This design comes from an exercise in tuning for small area, a short achievable clock period and few clock cycles on the open sky130 flow, not from production work. At most, simulation tests tie the RTL to the original design; equivalence was not proved. No activity file was given, so power comes from the tool's default toggle rates.

## hufdec
module hufdec (
    input  wire        clk,
    input  wire        rst,           
    input  wire        cmd_valid,
    output wire        cmd_ready,
    input  wire [1:0]  cmd_op,        
    input  wire [23:0] cmd_arg,
    output reg         out_valid,
    input  wire        out_ready,
    output reg         out_end,       
    output wire [7:0]  out_data,
    output wire [1:0]  out_reason     
);
Size: ~780 cells after synthesis, roughly 100 flip-flops, roughly 6300 sq um of cells after synthesis.
Settings: LEC_CHECK=0, ABC_AREA=1, CAP_MARGIN=20, CORE_MARGIN=2, CORE_UTILIZATION=40, SLEW_MARGIN=20; clock period 10.0 ns.
standard.sh (not shown) runs the stock make flow with config.mk's settings and CLKGATE_MAP_FILE= SYNTH_SCRIPT=/design/flow/synth_recipe.tcl, a recipe that flattens the netlist after the stock synthesis.
==> flow/flow/run.sh <==
#!/bin/bash
# Layout flow: the standard flow (standard.sh, ORFS synthesis to finish)
# with these changes, all inside synthesis mapping and timing repair:
#  - ABC maps the logic with flow/abc_area.script in place of ORFS's
#    abc_area.script; yosys's passes and the flip-flop mapping are the
#    standard ones, so the registers are the same
#  - no full-adder extraction before ABC (ADDER_MAP_FILE empty)
#  - repair_timing keeps MARGIN ns of setup slack on the 10 ns clock, so it
#    sizes and buffers for a shorter achieved period
# The clock, I/O delays and all other constraints are the design's own.
# Logs: standard.log here, each ORFS step's log under orfs/logs.
set -euo pipefail
W=$PWD
F=$W/flow
MARGIN=7.3
# ORFS's synth.tcl with the abc call given our script
sed "s#log_cmd abc {\*}\$abc_args#lset abc_args 1 $F/abc_area.script; log_cmd abc {*}\$abc_args#" \
  "$FLOW_HOME/scripts/synth.tcl" > "$W/synth_abc.tcl"
grep -q "lset abc_args 1" "$W/synth_abc.tcl"
# The standard flow's synthesis script, sourcing that copy
sed "s#source \$::env(SCRIPTS_DIR)/synth.tcl#source $W/synth_abc.tcl#" "$W/synth_recipe.tcl" > "$W/synth_top.tcl"
grep -q "synth_abc.tcl" "$W/synth_top.tcl"
bash standard.sh SYNTH_SCRIPT="$W/synth_top.tcl" ADDER_MAP_FILE= \
  SETUP_SLACK_MARGIN=$MARGIN finish > standard.log 2>&1
==> flow/flow/abc_area.script <==
strash
dc2
dch -f
map
topo
stime -c
buffer -c
upsize -c
dnsize -c
Rerun with:
--- a/flow/flow/run.sh
+++ b/flow/flow/run.sh
@@ -13,5 +13,5 @@
 W=$PWD
 F=$W/flow
-MARGIN=7.3
+MARGIN=7.2
 # ORFS's synth.tcl with the abc call given our script
 sed "s#log_cmd abc {\*}\$abc_args#lset abc_args 1 $F/abc_area.script; log_cmd abc {*}\$abc_args#" \
First-iteration DRC count goes up by 23%.
Count of clock-buffer cells in the layout falls by 6.
Routed wire length fell by 1.4%.
Hold slack barely changes.
Critical path depth does not change.
Worst setup slack improved by 0.012 ns.
Power shrinks by 0.52%.
Function was not checked in any run of this note: the RTL went through the layout flow alone.

========
Setup of v14:
Another version of the RTL of hufdec (not shown whole).
Size: ~100 flip-flops, about 43 I/O pins.
==> flow/design.v (excerpt) <==
module hufdec (
    input  wire        clk,
    input  wire        rst,           
    input  wire        cmd_valid,
    output wire        cmd_ready,
    input  wire [1:0]  cmd_op,        
    input  wire [23:0] cmd_arg,
    output reg         out_valid,
    input  wire        out_ready,
    output reg         out_end,       
    output wire [7:0]  out_data,
    output wire [1:0]  out_reason     
);
  localparam W = 22;                  
  localparam CW = 5;
  localparam [1:0] OP_START = 2'd0, OP_BYTE = 2'd1, OP_END = 2'd2;
  reg          rdy;                   
  reg          s_v;                   
  reg  [1:0]   s_op;
  reg  [23:0]  s_arg;
  reg          run;                   
  reg  [W-1:0] bbuf;                  
  reg  [CW-1:0] cnt;
  reg  [23:0]  rem;
  reg          rem1;
  reg          out_lim;               
  reg  [7:0]   o_data;                
  reg          k_v, k_end, k_lim;     
  reg  [7:0]   k_data;
  assign cmd_ready  = rdy;
  assign out_data   = o_data;
  assign out_reason = o_data[1:0];
  wire [11:0] t = bbuf[W-1:W-12];
  wire c2, c3, c4, c6, c8, c11, c12;
  hufdec_len u_len (.t(t), .c2(c2), .c3(c3), .c4(c4), .c6(c6), .c8(c8), .c11(c11), .c12(c12));
  wire [7:0] sym;
  wire       eos;
  hufdec_val u_val (.t(t), .c3(c3), .c4(c4), .c6(c6), .c8(c8), .c11(c11), .c12(c12),
                    .val(sym), .eos(eos));
  wire en   = run & ~k_v;
  wire g2   = en & c2  & (cnt >= 2);
  wire g3   = en & c3  & (cnt >= 3);
  wire g4   = en & c4  & (cnt >= 4);
  wire g6   = en & c6  & (cnt >= 6);
  wire g8   = en & c8  & (cnt >= 8);
  wire g11  = en & c11 & (cnt >= 11);
  wire g12  = en & c12 & (cnt >= 12);
  wire go   = g2 | g3 | g4 | g6 | g8 | g11 | g12;
  wire drained = ~run | ~((c2 & (cnt >= 2)) | (c3 & (cnt >= 3)) | (c4 & (cnt >= 4)) |
  ...
clock: 10.0 ns
lec_check: 0
abc_area: 1
cap_margin: 20
core_margin: 2
core_utilization: 40
slew_margin: 20
==> flow/flow/run.sh <==
#!/bin/bash
# Layout flow: the standard flow (standard.sh, ORFS synthesis to finish)
# with these changes, all inside synthesis mapping and timing repair:
#  - ABC maps the logic with flow/abc_area.script in place of ORFS's
#    abc_area.script; yosys's passes and the flip-flop mapping are the
#    standard ones, so the registers are the same
#  - no full-adder extraction before ABC (ADDER_MAP_FILE empty)
#  - repair_timing keeps MARGIN ns of setup slack on the 10 ns clock, so it
#    sizes and buffers for a shorter achieved period
# The clock, I/O delays and all other constraints are the design's own.
# Logs: standard.log here, each ORFS step's log under orfs/logs.
set -euo pipefail
W=$PWD
F=$W/flow
MARGIN=7.2
# ORFS's synth.tcl with the abc call given our script
sed "s#log_cmd abc {\*}\$abc_args#lset abc_args 1 $F/abc_area.script; log_cmd abc {*}\$abc_args#" \
  "$FLOW_HOME/scripts/synth.tcl" > "$W/synth_abc.tcl"
grep -q "lset abc_args 1" "$W/synth_abc.tcl"
# The standard flow's synthesis script, sourcing that copy
sed "s#source \$::env(SCRIPTS_DIR)/synth.tcl#source $W/synth_abc.tcl#" "$W/synth_recipe.tcl" > "$W/synth_top.tcl"
grep -q "synth_abc.tcl" "$W/synth_top.tcl"
bash standard.sh SYNTH_SCRIPT="$W/synth_top.tcl" ADDER_MAP_FILE= \
  SETUP_SLACK_MARGIN=$MARGIN finish > standard.log 2>&1
==> flow/flow/abc_area.script <==
strash
dc2
dch -f
map
topo
stime -c
upsize -c
dnsize -c
Testbench counts of v14, summed over its fixed seeds: cycles 52,649.
The following lists how v45 was set up differently from v14:
- a change of CORE_UTILIZATION from 40 to 60
- an added PLACE_DENSITY_LB_ADDON of 0.2
==> flow/flow/abc_area.script <==
strash
dc2
dch -f
map
topo
stime -c
buffer -c
upsize -c
dnsize -c
--- outcome ---
Clock input transition at the sequential cells of the worst setup and hold paths: v45 higher than v14. Where first-pass GRT wire length is concerned, v14 is outperformed by v45. v14 -> v45: count of unique library cells instantiated by Yosys increased by more than 10%. v45 -> v14: combinational cell power flat. | number of I/O pins | v14 vs v45 | ≈ equal |. v45 vs. v14: worst setup slack down 0.022 ns, clock tree cell share of total cell area down 1.3 points.
--- input diff v45..v59 ---
- a change of CORE_UTILIZATION from 60 to 40
- a deleted PLACE_DENSITY_LB_ADDON that had been 0.2
Findings:
On reg-to-reg setup timing slack, v45 tracks v59 almost exactly. Looking at net switching power figure across both flows, v59 is the weaker of the two, with v45 ahead. v59 vs. v45: largest voltage drop on the vdd net went up by about 14%. Proportion of cell area occupied by multi-input gates: v59 vs v45 down 1.4 points. Post-route core utilization, v59 and v45, lower one = v59.

==> afterwards: timing with drivers on the ports <==
No port has a modelled driver above. Below, the same layouts with a new extraction and two added sets of constraints. Step 1, drivers: a clkbuf_16 drives clk and a buf_2 each remaining input, both assumed. Step 2 adds t to the input delays and takes it off the output delays; t is the mean of the earliest and latest rising clock arrival at the registers after step 1. Input paths then give back, and output paths get back, about the clock's delay inside the block. Slacks: no drivers / after step 1 / after step 2; pairs: no drivers / after step 1.
| run | t, ns | slack for setup (ns) | clock arrival spread, ns |
|---|---|---|---|
| the first run of note 1 | 0.391 | 7.077 / 7.078 / 6.687 | 0.009 / 0.010 |
| the second run of note 1 | 0.404 | 7.089 / 7.089 / 6.685 | 0.009 / 0.009 |
| v14 | 0.392 | 7.146 / 7.105 / 6.875 | 0.010 / 0.010 |
| v45 | 0.407 | 7.124 / 7.086 / 6.771 | 0.016 / 0.017 |
| v59 | 0.409 | 7.148 / 7.105 / 6.833 | 0.007 / 0.007 |
After both steps every run listed still meets setup and hold. The setup slack of the second run of note 1, which loses most, moves by 0.000 ns with the drivers and by -0.404 ns with both steps.
